This is an optimization exercise on Yosys and OpenROAD, whose aim is small area, a short achievable clock period and few clock cycles per item, not a production implementation. Only simulation tests tie the RTL to the original design; equivalence was not proved.

===== flow/config.mk =====
export PLATFORM = sky130hd
export DESIGN_NAME = pxc_color
export DESIGN_NICKNAME = pxc_color
export VERILOG_FILES = /design/flow/design.v
export SDC_FILE = /design/flow/constraint.sdc
export NUM_CORES = 4
export LEC_CHECK = 0
export CAP_MARGIN = 20
export CORE_MARGIN = 2
export CORE_UTILIZATION = 40
export SLEW_MARGIN = 20

===== flow/constraint.sdc =====
create_clock -name core_clock -period 60.0 [get_ports {clk}]
set_input_delay 12.0000 -clock core_clock [delete_from_list [all_inputs] [get_ports {clk}]]
set_output_delay 12.0000 -clock core_clock [all_outputs]
set_load 0.01 [all_outputs]

===== flow/design.v =====
module pxc_rgb_pre (
    input  wire [7:0] a,
    input  wire [7:0] b,
    input  wire [7:0] c,
    output wire [7:0] vmax,
    output wire [7:0] hs,
    output wire [7:0] hh,
    output wire [1:0] k,
    output wire       d_neg
);
    wire a_ge_b, a_ge_c, b_ge_c;
    pxc_ge8 u_ab (.x(a), .y(b), .ge(a_ge_b));
    pxc_ge8 u_ac (.x(a), .y(c), .ge(a_ge_c));
    pxc_ge8 u_bc (.x(b), .y(c), .ge(b_ge_c));
    wire amax = a_ge_b & a_ge_c;
    wire bmax = !amax & b_ge_c;
    reg [7:0] mx, md, mn;
    reg       dn;
    always @(*) begin
        if (amax) begin
            mx = a;
            md = b_ge_c ? b : c;
            mn = b_ge_c ? c : b;
            dn = !b_ge_c;             
        end else if (bmax) begin
            mx = b;
            md = a_ge_c ? a : c;
            mn = a_ge_c ? c : a;
            dn = a_ge_c;              
        end else begin
            mx = c;
            md = a_ge_b ? a : b;
            mn = a_ge_b ? b : a;
            dn = !a_ge_b;             
        end
    end
    assign vmax  = mx;
    assign k     = amax ? 2'd0 : (bmax ? 2'd1 : 2'd2);
    assign d_neg = dn;
    pxc_addn8 u_hs (.x(mx), .y(mn), .s(hs));
    pxc_addn8 u_hh (.x(md), .y(mn), .s(hh));
endmodule
module pxc_ge8 (
    input  wire [7:0] x,
    input  wire [7:0] y,
    output wire       ge
);
    wire [8:0] cy;
    assign cy[0] = 1'b1;
    genvar j;
    generate
        for (j = 0; j < 8; j = j + 1) begin : g_bit
            assign cy[j + 1] = (x[j] & ~y[j]) | (x[j] & cy[j]) | (~y[j] & cy[j]);
        end
    endgenerate
    assign ge = cy[8];
endmodule
module pxc_addn8 (
    input  wire [7:0] x,
    input  wire [7:0] y,
    output wire [7:0] s
);
    wire [7:0] yn = ~y;
    wire [8:0] cy;
    assign cy[0] = 1'b0;
    genvar j;
    generate
        for (j = 0; j < 8; j = j + 1) begin : g_bit
            assign s[j]      = x[j] ^ yn[j] ^ cy[j];
            assign cy[j + 1] = (x[j] & yn[j]) | (x[j] & cy[j]) | (yn[j] & cy[j]);
        end
    endgenerate
endmodule
module pxc_nrstep (
    input  wire [8:0] n,
    input  wire       nb,
    input  wire [7:0] yn,
    input  wire       yc,
    output wire [8:0] nn,
    output wire       q
);
    wire       sub = !n[8];
    wire [8:0] t   = {n[7:0], nb};
    wire [8:0] op  = sub ? {1'b1, yn} : {1'b0, ~yn};
    wire [9:0] cy;
    assign cy[0] = sub ? yc : !yc;
    genvar j;
    generate
        for (j = 0; j < 9; j = j + 1) begin : g_bit
            assign nn[j]     = t[j] ^ op[j] ^ cy[j];
            assign cy[j + 1] = (t[j] & op[j]) | (t[j] & cy[j]) | (op[j] & cy[j]);
        end
    endgenerate
    assign q = !nn[8];
endmodule
module pxc_rgb_post (
    input  wire [7:0] qh,
    input  wire [7:0] qs,
    input  wire       delta_zero,
    input  wire       d_zero,
    input  wire [1:0] k,
    input  wire       d_neg,
    output wire [7:0] hue,
    output wire [7:0] sat
);
    wire [1:0] rm [0:7];
    wire [6:0] f;
    assign rm[7] = 2'd0;
    genvar i;
    generate
        for (i = 6; i >= 0; i = i - 1) begin : g_d3
            wire [2:0] t = {rm[i + 1], qh[i + 1]};    
            assign f[i]  = (t >= 3'd3);
            assign rm[i] = (t >= 3'd3) ? (t - 3'd3) : t[1:0];
        end
    endgenerate
    wire       inexact = (rm[0] != 2'd0) | qh[0];
    wire [7:0] g  = d_zero ? 8'd0 : {1'b0, f};
    wire       neg = d_neg & !d_zero;
    wire [7:0] base = (k == 2'd0) ? (neg ? 8'd255 : 8'd0) : ((k == 2'd1) ? 8'd85 : 8'd170);
    wire [7:0] opd  = neg ? ~g : g;
    wire       ci   = neg & !inexact;
    assign hue = base + opd + {7'd0, ci};
    assign sat = delta_zero ? 8'd0 : qs;
endmodule
module pxc_hsv_hue (
    input  wire [7:0] h,
    output wire [2:0] sec,
    output wire [6:0] u3        
);
    wire ge43  = (h >= 8'd43);
    wire ge86  = (h >= 8'd86);
    wire ge128 = h[7];
    wire ge171 = (h >= 8'd171);
    wire ge213 = (h >= 8'd213);
    assign sec = ge213 ? 3'd5 : ge171 ? 3'd4 : ge128 ? 3'd3 : ge86 ? 3'd2 : ge43 ? 3'd1 : 3'd0;
    wire       fall = ge43 ^ ge86 ^ ge128 ^ ge171 ^ ge213;
    wire [5:0] hx   = fall ? ~h[5:0] : h[5:0];
    wire [5:0] c    = (ge43 & !ge86) | (ge171 & !ge213) ? 6'd22
                    : (ge86 & !ge171) ? 6'd43 : 6'd0;
    wire [5:0] w    = hx + c;
    assign u3 = {1'b0, w} + {w, 1'b0};
endmodule
module pxc_muldiv255 #(parameter WB = 8) (
    input  wire [7:0]    a,
    input  wire [WB-1:0] b,
    output wire [7:0]    q
);
    localparam W = 8 + WB;
    wire [W-1:0] ss [0:WB];
    wire [W-1:0] cc [0:WB];
    assign ss[0] = {W{1'b0}};
    assign cc[0] = {W{1'b0}};
    genvar i, j;
    generate
        for (i = 0; i < WB; i = i + 1) begin : g_row
            wire [W-1:0] pp = {{WB{1'b0}}, a & {8{b[i]}}} << i;
            assign ss[i + 1] = ss[i] ^ cc[i] ^ pp;
            assign cc[i + 1] = ((ss[i] & cc[i]) | (ss[i] & pp) | (cc[i] & pp)) << 1;
        end
    endgenerate
    wire [W:0] cy;
    wire [W-1:0] p;
    assign cy[0] = 1'b0;
    generate
        for (j = 0; j < W; j = j + 1) begin : g_fin
            assign p[j]      = ss[WB][j] ^ cc[WB][j] ^ cy[j];
            assign cy[j + 1] = (ss[WB][j] & cc[WB][j]) | (ss[WB][j] & cy[j]) | (cc[WB][j] & cy[j]);
        end
    endgenerate
    wire [15:0] p16 = p;
    wire [8:0] c2;
    assign c2[0] = 1'b1;
    generate
        for (j = 0; j < 8; j = j + 1) begin : g_c2
            assign c2[j + 1] = (p16[j] & p16[8 + j]) | (p16[j] & c2[j]) | (p16[8 + j] & c2[j]);
        end
    endgenerate
    wire [8:0] c3;
    assign c3[0] = c2[8];
    generate
        for (j = 0; j < 8; j = j + 1) begin : g_inc
            assign q[j]      = p16[8 + j] ^ c3[j];
            assign c3[j + 1] = p16[8 + j] & c3[j];
        end
    endgenerate
endmodule
module pxc_hsv_post (
    input  wire [2:0] sec,
    input  wire [7:0] v,
    input  wire [7:0] m,
    input  wire [7:0] x,
    output reg  [7:0] r,
    output reg  [7:0] g,
    output reg  [7:0] b
);
    wire [8:0] cy;
    wire [7:0] mx;
    assign cy[0] = 1'b0;
    genvar j;
    generate
        for (j = 0; j < 8; j = j + 1) begin : g_bit
            assign mx[j]     = m[j] ^ x[j] ^ cy[j];
            assign cy[j + 1] = (m[j] & x[j]) | (m[j] & cy[j]) | (x[j] & cy[j]);
        end
    endgenerate
    always @(*) begin
        case (sec)
            3'd0:    begin r = v;  g = mx; b = m;  end
            3'd1:    begin r = mx; g = v;  b = m;  end
            3'd2:    begin r = m;  g = v;  b = mx; end
            3'd3:    begin r = m;  g = mx; b = v;  end
            3'd4:    begin r = mx; g = m;  b = v;  end
            default: begin r = v;  g = m;  b = mx; end
        endcase
    end
endmodule
module pxc_sub8 (
    input  wire [7:0] x,
    input  wire [7:0] y,
    output wire [7:0] s
);
    wire [7:0] yn = ~y;
    wire [8:0] cy;
    assign cy[0] = 1'b1;
    genvar j;
    generate
        for (j = 0; j < 8; j = j + 1) begin : g_bit
            assign s[j]      = x[j] ^ yn[j] ^ cy[j];
            assign cy[j + 1] = (x[j] & yn[j]) | (x[j] & cy[j]) | (yn[j] & cy[j]);
        end
    endgenerate
endmodule
module pxc_color (
    input  wire        clk,
    input  wire        rst,         
    input  wire        in_valid,
    output wire        in_ready,
    input  wire        in_dir,      
    input  wire [31:0] in_pixel,
    output reg         out_valid,
    input  wire        out_ready,
    output reg  [31:0] out_pixel
);
    localparam integer K1 = 2;
    localparam integer K2 = 5;
    localparam integer WA = 38 + (8 - K1) + 2 * K1;
    localparam integer WB = 38 + (8 - K2) + 2 * K2;
    reg        sk_v, s0_v, a_v, b_v;
    reg        sk_dir;
    reg [31:0] sk_pix;
    wire acc_o = !out_valid | out_ready;
    wire acc_b = !b_v  | acc_o;
    wire acc_a = !a_v  | acc_b;
    wire acc_0 = !s0_v | acc_a;
    assign in_ready = !sk_v;
    wire fire = in_valid & !sk_v;
    always @(posedge clk) begin
        if (rst) begin
            sk_v      <= 1'b0;
            s0_v      <= 1'b0;
            a_v       <= 1'b0;
            b_v       <= 1'b0;
            out_valid <= 1'b0;
        end else begin
            if (acc_0) begin
                s0_v <= sk_v | in_valid;
                sk_v <= 1'b0;
            end else if (fire) begin
                sk_v <= 1'b1;
            end
            if (acc_a) a_v <= s0_v;
            if (acc_b) b_v <= a_v;
            if (acc_o) out_valid <= b_v;
        end
    end
    always @(posedge clk) begin
        if (fire & !acc_0) begin
            sk_dir <= in_dir;
            sk_pix <= in_pixel;
        end
    end
    reg        s0_dir;
    reg [31:0] s0_pix;
    always @(posedge clk) begin
        if (acc_0) begin
            s0_dir <= sk_v ? sk_dir : in_dir;
            s0_pix <= sk_v ? sk_pix : in_pixel;
        end
    end
    wire [8:0] sn [0:8];
    wire [8:0] hn [0:8];
    wire [7:0] sq, hq;
    wire [7:0] p_vmax, p_hs, p_hh;
    wire [1:0] p_k;
    wire       p_dneg;
    pxc_rgb_pre u_pre (
        .a(s0_pix[31:24]), .b(s0_pix[23:16]), .c(s0_pix[15:8]),
        .vmax(p_vmax), .hs(p_hs), .hh(p_hh), .k(p_k), .d_neg(p_dneg)
    );
    wire p_dz = &p_hh;
    wire [7:0] h1_chroma;
    wire [2:0] h1_sec;
    wire [6:0] h1_u3;
    pxc_muldiv255 #(.WB(8)) u_chroma (.a(s0_pix[23:16]), .b(s0_pix[15:8]), .q(h1_chroma));
    pxc_hsv_hue u_hue (.h(s0_pix[31:24]), .sec(h1_sec), .u3(h1_u3));
    wire [WA-1:0] a_rgb = {p_k, p_dneg, p_dz, p_vmax, p_hs,
                           hn[K1], sn[K1], hq[7:8-K1], sq[7:8-K1], p_hh[7-K1:0]};
    wire [25:0]   a_hsv = {h1_sec, h1_u3, s0_pix[15:8], h1_chroma};
    reg           a_dir;
    reg [7:0]     a_mask;
    reg [WA-1:0]  a_st;
    always @(posedge clk) begin
        if (acc_a) begin
            a_dir  <= s0_dir;
            a_mask <= s0_pix[7:0];
            a_st   <= s0_dir ? {a_rgb[WA-1:26], a_hsv} : a_rgb;
        end
    end
    wire [1:0]    a_k    = a_st[WA-1:WA-2];
    wire          a_dneg = a_st[WA-3];
    wire          a_dz   = a_st[WA-4];
    wire [7:0]    a_vmax = a_st[WA-5:WA-12];
    wire [7:0]    a_hs   = a_st[WA-13:WA-20];
    wire [8:0]    a_hn   = a_st[WA-21:WA-29];
    wire [8:0]    a_sn   = a_st[WA-30:WA-38];
    wire [K1-1:0] a_hq   = a_st[(8-K1)+2*K1-1:(8-K1)+K1];
    wire [K1-1:0] a_sq   = a_st[(8-K1)+K1-1:(8-K1)];
    wire [7-K1:0] a_hh   = a_st[7-K1:0];
    wire [7:0] h2_chroma = a_st[7:0];
    wire [7:0] h2_v      = a_st[15:8];
    wire [6:0] h2_u3     = a_st[22:16];
    wire [2:0] h2_sec    = a_st[25:23];
    wire [7:0] h2_x, h2_m;
    pxc_muldiv255 #(.WB(8)) u_x (.a(h2_chroma), .b({h2_u3, 1'b0}), .q(h2_x));
    pxc_sub8 u_m (.x(h2_v), .y(h2_chroma), .s(h2_m));
    wire [WB-1:0] b_rgb = {a_k, a_dneg, a_dz, a_vmax, a_hs,
                           hn[K2], sn[K2], a_hq, hq[7-K1:8-K2], a_sq, sq[7-K1:8-K2], a_hh[7-K2:0]};
    wire [26:0]   b_hsv = {h2_sec, h2_v, h2_m, h2_x};
    reg           b_dir;
    reg [7:0]     b_mask;
    reg [WB-1:0]  b_st;
    always @(posedge clk) begin
        if (acc_b) begin
            b_dir  <= a_dir;
            b_mask <= a_mask;
            b_st   <= a_dir ? {b_rgb[WB-1:27], b_hsv} : b_rgb;
        end
    end
    wire [1:0]    b_k    = b_st[WB-1:WB-2];
    wire          b_dneg = b_st[WB-3];
    wire          b_dz   = b_st[WB-4];
    wire [7:0]    b_vmax = b_st[WB-5:WB-12];
    wire [7:0]    b_hs   = b_st[WB-13:WB-20];
    wire [8:0]    b_hn   = b_st[WB-21:WB-29];
    wire [8:0]    b_sn   = b_st[WB-30:WB-38];
    wire [K2-1:0] b_hq   = b_st[(8-K2)+2*K2-1:(8-K2)+K2];
    wire [K2-1:0] b_sq   = b_st[(8-K2)+K2-1:(8-K2)];
    wire [7-K2:0] b_hh   = b_st[7-K2:0];
    assign sn[0] = {1'b0, p_hs};
    assign hn[0] = {1'b0, p_hh};
    genvar i;
    generate
        for (i = 0; i < 8; i = i + 1) begin : g_div
            wire [8:0] s_in = (i == K1) ? a_sn : (i == K2) ? b_sn : sn[i];
            wire [8:0] h_in = (i == K1) ? a_hn : (i == K2) ? b_hn : hn[i];
            wire [7:0] vmax = (i < K1) ? p_vmax : (i < K2) ? a_vmax : b_vmax;
            wire [7:0] hs   = (i < K1) ? p_hs   : (i < K2) ? a_hs   : b_hs;
            wire       hnb  = (i < K1) ? ~p_hh[7-i] : (i < K2) ? ~a_hh[7-i] : ~b_hh[7-i];
            wire       qs_b, qh_b;
            pxc_nrstep u_s (.n(s_in), .nb(~hs[7-i]), .yn(~vmax), .yc(1'b1), .nn(sn[i + 1]), .q(qs_b));
            pxc_nrstep u_h (.n(h_in), .nb(hnb),      .yn(~hs),   .yc(1'b0), .nn(hn[i + 1]), .q(qh_b));
            assign sq[7-i] = qs_b;
            assign hq[7-i] = qh_b;
        end
    endgenerate
    wire [7:0] qs_all = {b_sq, sq[7-K2:0]};
    wire [7:0] qh_all = {b_hq, hq[7-K2:0]};
    wire [7:0] hue, sat;
    pxc_rgb_post u_post (
        .qh(qh_all), .qs(qs_all), .delta_zero(&b_hs), .d_zero(b_dz), .k(b_k), .d_neg(b_dneg),
        .hue(hue), .sat(sat)
    );
    wire [7:0] rr, gg, bb;
    pxc_hsv_post u_hpost (
        .sec(b_st[26:24]), .v(b_st[23:16]), .m(b_st[15:8]), .x(b_st[7:0]),
        .r(rr), .g(gg), .b(bb)
    );
    always @(posedge clk) begin
        if (acc_o) begin
            out_pixel <= b_dir ? {rr, gg, bb, b_mask} : {hue, sat, b_vmax, b_mask};
        end
    end
endmodule

===== flow/run.sh =====
#!/bin/bash
# synth_recipe.tcl (not shown) runs the flow's synth.tcl, then flattens the netlist and writes it again
# the make line also repeats each setting of config.mk as NAME=value (left out here)
make -C /OpenROAD-flow-scripts/flow DESIGN_CONFIG=/design/flow/config.mk WORK_HOME=/design/flow/orfs CLKGATE_MAP_FILE= SYNTH_SCRIPT=/design/flow/synth_recipe.tcl finish

==> summary.txt <==
how the worst max path moves through the flow:
stage | cells past startpoint | end | startpoint
after floorplan | 3 | sk_dir | out_ready
after global placement | 6 | sk_pix[19] | out_ready
after detailed placement | 40 | a_st[6] | s0_pix[8]
after CTS | 40 | a_st[6] | s0_pix[8]
after global routing | 40 | a_st[6] | s0_pix[31]
final | 40 | a_st[6] | s0_pix[8]
worst max-delay path, delay by kind of cell (launching register included):
| kind | cells | cell delay [ps] |
|---|---|---|
| flops | 1 | 560 |
| compound gates | 4 | 1230 |
| simple gates | 6 | 1530 |
| buf+inv | 2 | 110 |
| fa+ha+maj | 22 | 8860 |
| mux | 2 | 790 |
| xor+xnor | 4 | 1130 |
per-layer routing:
layer	share of wire (%)	track usage, %
met1	41	23.1
met2	51	33.0
met3	4.2	2.31
met4	3.2	5.85
met5	0	0
layout make-up:
| type | count | area, µm² |
|---|---|---|
| clock buffer | 26 | 629 |
| clock inverter | 19 | 203 |
| fill | 4341 | 25600 |
| inverter | 206 | 773 |
| multi-input combinational | 1187 | 11200 |
| sequential | 220 | 6560 |
| tap | 607 | 759 |
| timing repair buffer | 86 | 821 |
flip-flops by register name, summed over array words and instances, names as in the netlist:
register and count:
a_v 1, out_pixel 32, a_mask 8, s0_pix 32, a_st 48, b_dir 1, s0_v 1, b_st 51
b_mask 8, a_dir 1, out_valid 1, sk_pix 32, sk_dir 1, sk_v 1, s0_dir 1, b_v 1
logic make-up (layout without fill, tap and decap cells):
family | Yosys count | in the layout
and+or+nand+nor | 376 | 376
buffers and inverters | 295 | 337
adders and majority gates | 290 | 290
AOI/OAI and AO/OA | 258 | 258
DFF | 220 | 220
xor gates and xnor gates | 175 | 175
muxes | 88 | 88
synthesized netlist by cell type (6+ instances only):
cell type and n:
mux2_2 66, maj3_2 6, o221ai_1 6, a31oi_1 9
o21bai_1 6, o22ai_1 13, clkbuf_1 66, buf_1 8
inv_1 201, and2_1 26, nand3_1 11, nand4_1 9
maj3_1 11, nor2_1 121, ha_1 57, xor2_1 55
a21oi_1 74, nor4_1 6, nor2b_1 11, o21ai_0 70
a22oi_1 12, a21o_1 7, buf_2 8, nand2_1 147
xnor2_1 109, nor3_1 11, nand2b_1 13, a211oi_1 7
fa_1 215, o211ai_1 9, mux2i_1 19, edfxtp_1 215
through the flow:
stage | cell area (µm²) | utilization (%)
finish | 21000 | 45.0
global route | 21000 | 45.0
CTS | 20900 | 45.0
detailed placement | 20100 | 43.2
global placement | 20100 | 43.2
floorplan | 18900 | -
==> qor.csv <==
stage,metric,value,unit
synth,syn_area_per_cell,11.1,µm²
timing,fmax,0.0690,GHz
synth,ys flop type,edfxtp_1,
global_routing,largest net degree at the start of global routing,61,
setup_path,r2r setup slk,45520,ps
floorplan,Die Footprint,49000,µm²
placed_design,DP HPWL,34.6,mm
finish,Layout Cells excl Fill,2351,
synth,combinational family with the most area after synthesis,adder cells,
synth,register area share after synthesis,34.7,%
setup_path,worst r2r src,s0_pix[8],
setup_path,startpoint types,flip-flop,
job,max-capacitance violation count,0,
global_routing,initial antenna violation count,0,
placed_design,DP Worst Slack,45630,ps
global_routing,GRT Residual Overflow,0,
routing,drt pass-1 iters,5,
timing,Max-slew headroom,38.9,%
timing,max-slew violations,0,
min_path,HP Class,flip-flop to flip-flop,
routing,DRT antenna net count,0,
clock_network,root buffer cell,clkbuf_16,
clock_network,CTS tree,done,
setup_path,FF-to-FF path depth,40,
setup_path,Crit Path Max Fanout,15,
synth,Post-Synth XOR/XNOR Area,8.92,%
synth,Yosys top cell area share,34.2,%
global_routing,vias in the first global route,12900,
finish,Area Overhead vs Synth,10.9,%
min_path,Hold Path End,a_mask[4],
synth,"EDFF count, synth",215,
clock_network,hold_buf cts,0,
floorplan,DIE WIDTH,221,µm
setup_path,Reg2Reg Capture Point,a_st[6],
synth,"area leader, netlist",edfxtp_1,
clock_network,CTS clock-pin slew for the worst setup and hold paths,60,ps
global_routing,first-pass GRT wire length,71.5,mm
timing,setup ws final,45520,ps
routing,Initial DRC Count,982,
synth,compound-cell area share of the yosys netlist,8.59,%
timing,Fin Hold WS,419,ps
floorplan,num rows,79,
setup_path,Worst EP arrival,14770,ps
clock_network,post-CTS setup repair buffer count,0,
synth,Netlist cell types,81,
floorplan,Die Ht,221,µm
synth,Mapped Area,18900,µm²
clock_network,clk buf depth,3,
setup_path,worst stage delay on the critical path,680,ps
clock_network,sinks on the clock net,220,
routing,Detailed Route WL,44.3,mm
finish,n_diodes,0,
floorplan,core area,46600,µm²
placed_design,Port Buffers,70,
setup_path,CP max-delay cell,a221oi_4,
timing,unrepaired setup endpoints after global routing,no,
synth,Syn Inst Count,1702,
floorplan,Initial Utilization,40.6,%
timing,fin crit share,24.1,%
setup_path,Crit path top cell by count,fa_1,
timing,Final Hold Fails,0,
setup_path,Worst setup EP type,flip-flop,
clock_network,worst skew pair latency,540,ps
synth,Simple-Gate Fraction of Synth Area,8.88,%
timing,crit path time final,14490,ps
synth,Syn Nets,2011,
timing,final clock skew,12.7,ps
timing,worst slew pin tran,910,ps
clock_network,H-tree levels,1,
finish,"commonest cells after routing, fill and taps aside","fa_1, edfxtp_1, inv_1",
routing,drt drc,0,
timing,setup tns final,0,ps
floorplan,IO Count,71,
clock_network,CTS buffer count,25,
synth,multiplexer share of the synthesized area,5.26,%
placed_design,GPL Wtd Cong,0.900,
routing,wire per inst,18.9,µm
synth,"flops & latches, synth",220,
synth,asr flop ratio synth,0,%
synth,Ys Warns,5,
synth,synth top area cells,"edfxtp_1, fa_1, xnor2_1, inv_1, mux2_2",
setup_path,CP Class,flip-flop to flip-flop,
synth,Post-Synth Adder-Cell Area,27.6,%
placed_design,Placed Instances,2306,
min_path,hold path startpoint,s0_pix[4],
clock_network,post_cts resized,0,
routing,via count,12300,
timing,final setup fails,0,
outcome,status,no timing/DRC/antenna violations,
setup_path,WP data required,60290,ps
global_routing,Global Route Usage Sum,18.4,%
routing,Avg Vias per Cell,5.22,
finish,Layout Nets,2035,
finish,share of layout cells above drive strength 1,8.72,%
min_path,hold-critical path depth,0,
Testbench counts, summed over its fixed seeds: cycles 12,032, items 12,000.

static timing again, ports no longer ideal:
No port has a modelled driver above. Below, the same layout with a new extraction and two added sets of constraints.
Step 1, drivers: a clkbuf_16 drives clk and a buf_2 each remaining input, both assumed.
Step 2 adds t to the input delays and takes it off the output delays; t is the mean of the earliest and latest rising clock arrival at the registers after step 1. Input paths then give back, and output paths get back, about the clock's delay inside the block.
a / b / c = no drivers / after step 1 / after step 2; a / b = the first two.
shift t [ns]: 0.587
setup WS [ns]: 45.515 / 45.515 / 45.515
hold WS [ns]: 0.419 / 0.419 / 0.419
After both steps setup and hold are still met in this run. The setup slack of this run moves by 0.000 ns with the drivers and by 0.000 ns with both steps.
